Source: an optimization exercise on an open RTL-to-GDS flow (aim: small area, a short achievable clock period and few clock cycles). Production flows keep margins and buffers that such runs may drop.
Function was checked by simulation only, so behaviour that the tests miss may differ from the original.
Power figures rest on the tool's default switching activity, not on a simulated workload. The clock port is modelled as an ideal driver; clocking choices that lean on that would not hold on a real chip.

## frx_rx
module frx_rx (
    input  wire        clk,
    input  wire        rst,           
    input  wire        in_valid,
    input  wire [7:0]  in_data,
    input  wire        in_last,
    output wire        in_ready,
    output wire        out_valid,
    output wire [7:0]  out_data,
    output wire        out_last,
    input  wire        out_ready,
    output wire [31:0] bytes_read,
    output wire [31:0] bytes_invalid,
    output wire        idle
);
For scale: roughly 89 I/O pins.
Settings: LEC_CHECK=0, CAP_MARGIN=20, CORE_MARGIN=2, CORE_UTILIZATION=65, SLEW_MARGIN=20, SYNTH_MEMORY_MAX_BITS=16384, TNS_END_PERCENT=20; clock period 12.0 ns.
standard.sh (not shown) runs the stock make flow with config.mk's settings and CLKGATE_MAP_FILE= SYNTH_SCRIPT=/design/flow/synth_recipe.tcl, a recipe that flattens the netlist after the stock synthesis.
==> flow/flow/run.sh <==
#!/bin/bash
# The standard layout (the standard.sh: unchanged synthesis, floorplan,
# placement, CTS and routing) with two changes in how it is made:
#  - timing repair is asked to leave more setup slack than the default, so the
#    resizer also works on paths that already meet the clock period;
#  - clock tree synthesis clusters up to 30 sinks within 70 um per leaf buffer
#    and inserts no dummy loads.
set -euo pipefail
export SETUP_SLACK_MARGIN=8.4
export CTS_ARGS="-sink_clustering_enable -repair_clock_nets -dont_use_dummy_load -sink_clustering_size 30 -sink_clustering_max_diameter 70"
bash standard.sh > standard_flow.log 2>&1
Testbench counts at the start, summed over its fixed seeds: cycles 98,240.
==> next run, changes <==
--- a/flow/flow/run.sh
+++ b/flow/flow/run.sh
@@ -9 +9 @@
-export SETUP_SLACK_MARGIN=8.4
+export SETUP_SLACK_MARGIN=8.6
--- a/flow/config.mk
+++ b/flow/config.mk
@@ -13 +12,0 @@
-export TNS_END_PERCENT = 20
Sequential cell count stays the same.
Setup slack gets better by 55 ps.
Register-to-register slack improves by 120 ps.
Core utilization came out higher by 0.97 points.
Non-clock buffer count came out higher by 56.
Fmax went up by 1.5%.
Wire length came out higher by 4.0%.
==> next run, changes <==
--- a/flow/flow/run.sh
+++ b/flow/flow/run.sh
@@ -9 +9 @@
-export SETUP_SLACK_MARGIN=8.6
+export SETUP_SLACK_MARGIN=8.3
- The changed run produced a clean layout
- non-clock buffer count shrinks by 68
- count of clock-buffer cells in the layout shrinks by 1
- final area falls by 1.5%
- worst hold slack loses 7.0 ps

== v47 ==
Another version of the RTL of frx_rx (not shown whole).
Size in the first run: ~3,500 cells after synthesis, ~2,400 flip-flops, about 0.057 sq mm of cells after synthesis.
clock: 12.0 ns
lec_check: 0
cap_margin: 20
core_margin: 2
core_utilization: 80
slew_margin: 20
synth_memory_max_bits: 16384
==> flow/flow/run.sh <==
#!/bin/bash
# The standard layout (the standard.sh: unchanged synthesis, floorplan,
# placement, CTS and routing) with two changes in how it is made:
#  - timing repair is asked to leave more setup slack than the default, so the
#    resizer also works on paths that already meet the clock period;
#  - clock tree synthesis clusters up to 30 sinks within 70 um per leaf buffer
#    and inserts no dummy loads.
set -euo pipefail
export SETUP_SLACK_MARGIN=8.6
export CTS_ARGS="-sink_clustering_enable -repair_clock_nets -dont_use_dummy_load -sink_clustering_size 30 -sink_clustering_max_diameter 70"
bash standard.sh > standard_flow.log 2>&1
Status(v47) = ERROR, stage = 5_1_grt
Testbench counts of v47, summed over its fixed seeds: cycles 98,274.
#### Input delta (v10 over v47)
# v47
export LEC_CHECK = 0
export CAP_MARGIN = 20
export CORE_MARGIN = 2
export CORE_UTILIZATION = 80
export SLEW_MARGIN = 20
export SYNTH_MEMORY_MAX_BITS = 16384
create_clock -name core_clock -period 12.0 [get_ports {clk}]
# v10
export LEC_CHECK = 0
export CAP_MARGIN = 20
export CORE_MARGIN = 2
export CORE_UTILIZATION = 65
export SLEW_MARGIN = 20
export SYNTH_MEMORY_MAX_BITS = 16384
create_clock -name core_clock -period 12.0 [get_ports {clk}]
diff --git a/flow/flow/run.sh b/flow/flow/run.sh
--- a/flow/flow/run.sh
+++ b/flow/flow/run.sh
@@ -6 +6 @@
-#  - clock tree synthesis clusters up to 30 sinks within 70 um per leaf buffer
+#  - clock tree synthesis clusters up to 25 sinks within 80 um per leaf buffer
@@ -9,2 +9,2 @@
-export SETUP_SLACK_MARGIN=8.6
-export CTS_ARGS="-sink_clustering_enable -repair_clock_nets -dont_use_dummy_load -sink_clustering_size 30 -sink_clustering_max_diameter 70"
+export SETUP_SLACK_MARGIN=8.4
+export CTS_ARGS="-sink_clustering_enable -repair_clock_nets -dont_use_dummy_load -sink_clustering_size 25 -sink_clustering_max_diameter 80"
## What came out
Per the final summary, v10 finished and its layout is clean on timing, DRC and antenna.
Between v10 and v47, it is v10 whose die extent in x is higher, by 29 microns.
v47 -> v10: number of top-level pins delta 0, exact match
The lower placed standard-cell area came out of v47.
Changes in v52 relative to v10:
# v10
export LEC_CHECK = 0
export CAP_MARGIN = 20
export CORE_MARGIN = 2
export CORE_UTILIZATION = 65
export SLEW_MARGIN = 20
export SYNTH_MEMORY_MAX_BITS = 16384
create_clock -name core_clock -period 12.0 [get_ports {clk}]
# v52
export LEC_CHECK = 0
export CAP_MARGIN = 20
export CORE_MARGIN = 2
export CORE_UTILIZATION = 40
export SLEW_MARGIN = 20
export SYNTH_MEMORY_MAX_BITS = 16384
create_clock -name core_clock -period 12.0 [get_ports {clk}]
Results
- As of v52, wire length after detailed routing had fallen by more than 10% compared to v10.
- Measured against each other, v10 and v52 differ in final cell count, the higher figure coming from v52.
- Between v10 and v52, the flow reports wire length per cell after detailed routing decreasing by more than 10%.
- v10 has lower total power than v52.
- Cell internal power dissipation: v52 > v10

## static timing again, ports no longer ideal
Ports are ideal in the flow. The routed layouts listed here were re-timed in OpenROAD. Step 1, drivers: a clkbuf_16 drives clk and a buf_2 each remaining input, both assumed. Step 2 moves the port delays by t, midway between the first and last clock arrival at a register: inputs arrive t later, outputs are due t later. That takes back most of the time a late clock gives input paths. Slacks: ideal / step 1 / step 2; pairs: ideal / step 1.
| run | t (ns) | setup WS [ns] | worst hold slack (ns) |
|---|---|---|---|
| the first run of note 1 | 0.703 | 8.347 / 8.281 / 7.678 | 0.303 / 0.303 / 0.303 |
| the second run of note 1 | 0.702 | 8.402 / 8.336 / 7.955 | 0.296 / 0.296 / 0.296 |
| the third run of note 1 | 0.712 | 8.350 / 8.282 / 7.729 | 0.289 / 0.289 / 0.289 |
| v10 | 0.718 | 8.400 / 8.336 / 7.809 | 0.291 / 0.291 / 0.291 |
| v52 | 0.768 | 8.402 / 8.331 / 7.779 | 0.267 / 0.267 / 0.267 |
After both steps every run listed still meets setup and hold. The setup slack of the first run of note 1, which loses most, moves by -0.066 ns with the drivers and by -0.669 ns with both steps.
